Source: an optimization exercise on an open RTL-to-GDS flow (aim: small area, a short achievable clock period and few clock cycles). Production flows keep margins and buffers that such runs may drop.
The RTL was checked by simulation tests, not by an equivalence proof against the original design.
Power is estimated from default activity; no workload was simulated.

==> flow/design.v (excerpt) <==
module lce #(
    parameter MAX_LEN = 64,
    parameter IDXW    = 8             
) (
    input  wire                    clk,
    input  wire                    rst,         
    input  wire                    in_valid,
    input  wire                    in_kind,     
    input  wire [15:0]             in_data,     
    output wire                    in_ready,
    output wire [7:0]              status,
    output wire [15:0]             flags,
    output wire [IDXW-1:0]         nbits,
    output wire [IDXW-1:0]         nsig,
    output wire [IDXW-1:0]         pal_start,
    output wire [IDXW-1:0]         pal_len,
    output wire [IDXW-1:0]         zr_start,
    output wire [IDXW-1:0]         zr_count,
    output wire [MAX_LEN-1:0]      bits_buf,
    output wire [4*MAX_LEN-1:0]    sig_buf
);
Size in the first run: ~3000 cells after synthesis, about 410 I/O pins, roughly 0.027 mm² of cells after synthesis.
Settings: LEC_CHECK=0, ABC_CLOCK_PERIOD_IN_PS=5000, CAP_MARGIN=30, CORE_MARGIN=2, CORE_UTILIZATION=50, SLEW_MARGIN=30; clock period 10.0 ns.
standard.sh (not shown) runs the stock make flow with config.mk's settings and CLKGATE_MAP_FILE= SYNTH_SCRIPT=/design/flow/synth_recipe.tcl, a recipe that flattens the netlist after the stock synthesis.
==> flow/flow/run.sh <==
#!/bin/bash
set -euo pipefail
bash standard.sh "BUFFER_PORTS_ARGS=-buffer_cell sky130_fd_sc_hd__buf_1" SETUP_SLACK_MARGIN=5.8 finish > standard_make.log 2>&1
Testbench counts at the start, summed over its fixed seeds: cycles 17,915.
Change:
==> flow/flow/run.sh (replaced) <==
#!/bin/bash
set -euo pipefail
bash standard.sh SETUP_SLACK_MARGIN=6.0 finish > standard_make.log 2>&1
The changed run completed with no timing, DRC or antenna violations.
Global-route usage increases by 1.9 points.
Area after synthesis is unchanged.
Utilization increases by 7.1 points.
Clock-buffer cell count decreases by 5.
Hold slack is about the same.
Register-to-register slack gets better by 0.17 ns.
Die area stays the same.
Wire length increases by 6.7%.
Setup slack gets better by 0.17 ns.
Design area increases by 12%.
Sequential power barely changes.

* * *

Starting RTL as in the previous note.
==> flow/config.mk <==
export PLATFORM = sky130hd
export DESIGN_NAME = lce
export DESIGN_NICKNAME = lce
export VERILOG_FILES = /design/flow/design.v
export SDC_FILE = /design/flow/constraint.sdc
export NUM_CORES = 4
export LEC_CHECK = 0
export ABC_CLOCK_PERIOD_IN_PS = 5000
export CAP_MARGIN = 30
export CORE_MARGIN = 2
export CORE_UTILIZATION = 50
export SLEW_MARGIN = 30
==> flow/constraint.sdc <==
create_clock -name core_clock -period 10.0 [get_ports {clk}]
set_input_delay 2.0000 -clock core_clock [delete_from_list [all_inputs] [get_ports {clk}]]
set_output_delay 2.0000 -clock core_clock [all_outputs]
set_load 0.01 [all_outputs]
==> flow/flow/run.sh <==
#!/bin/bash
set -euo pipefail
bash standard.sh "BUFFER_PORTS_ARGS=-buffer_cell sky130_fd_sc_hd__buf_1" SETUP_SLACK_MARGIN=6.0 finish > standard_make.log 2>&1
The baseline completed without violations.
Testbench counts at the start, summed over its fixed seeds: cycles 17,915.
Rerun with:
==> flow/flow/run.sh (replaced) <==
#!/bin/bash
set -euo pipefail
bash standard.sh "BUFFER_PORTS_ARGS=-buffer_cell sky130_fd_sc_hd__buf_2" SETUP_SLACK_MARGIN=6.0 finish > standard_make.log 2>&1
The new run produced a clean layout.
Wire length is higher by 1.3%.
Setup slack is worse by 31 ps.
Cell area is higher by 1.7%.
Die area stays the same.
Utilization is higher by 1.0 points.
Non-clock buffer count is lower by 6.
Clock-buffer cell count is higher by 13.
Rerun with:
==> flow/flow/run.sh (replaced) <==
#!/bin/bash
set -euo pipefail
bash standard.sh SETUP_SLACK_MARGIN=6.25 finish > standard_make.log 2>&1
Result: Routed wire length rises by 4.4%. Worst setup slack gets better by 83 ps. Via count rises by about 3.5%. Clock power goes up by about 2%. Total power rose by about 5.6%. Die area does not change. Maximum frequency came out higher by 2.1%. Count of clock-buffer cells in the layout drops by 6. Flip-flop and latch count is unchanged. Non-clock buffer count increases by 113.
Rerun with:
==> flow/flow/run.sh (replaced) <==
#!/bin/bash
set -euo pipefail
bash standard.sh "BUFFER_PORTS_ARGS=-buffer_cell sky130_fd_sc_hd__buf_1" SETUP_SLACK_MARGIN=6.0 finish > standard_make.log 2>&1
CORE_UTILIZATION = 55   (was 50)
Outcome: Final area decreases by 11%; cell count decreases by about 4.5%; area after synthesis does not change; synthesized cell count stays the same; register-to-register slack gets worse by 90 ps; die area decreases by about 9%; wire length increases by about 4.3%.

[what the ideal ports hide]
No port has a modelled driver above. Below, the same layouts with a new extraction and two added sets of constraints. Step 1: set_driving_cell puts a clkbuf_16 on clk and a buf_2 on each other input, an assumption about the parent block. Step 2 adds t to the input delays and takes it off the output delays; t is the mean of the earliest and latest rising clock arrival at the registers after step 1. Input paths then give back, and output paths get back, about the clock's delay inside the block. Slacks: no drivers / after step 1 / after step 2; pairs: no drivers / after step 1.
run	t, ns	setup WS [ns]	hold WS [ns]	worst slew at a driven data input, ns	pins driven straight from the clock port
the first run of note 1	0.653	5.779 / 5.779 / 5.276	0.454 / 0.454 / 0.454	0.03	1
the second run of note 1	0.659	5.952 / 5.952 / 5.387	0.455 / 0.455 / 0.455	0.05	1
the first run of note 2	0.654	5.964 / 5.964 / 5.395	0.450 / 0.450 / 0.450	0.06	1
the second run of note 2	0.658	5.932 / 5.932 / 5.336	0.449 / 0.449 / 0.449	0.07	1
the third run of note 2	0.657	6.015 / 6.015 / 5.628	0.454 / 0.454 / 0.454	0.06	1
the fourth run of note 2	0.663	5.920 / 5.920 / 5.370	0.447 / 0.447 / 0.447	0.13	1
After both steps setup and hold are still met in every run listed. The setup slack of the second run of note 2, which loses most, moves by 0.000 ns with the drivers and by -0.596 ns with both steps.
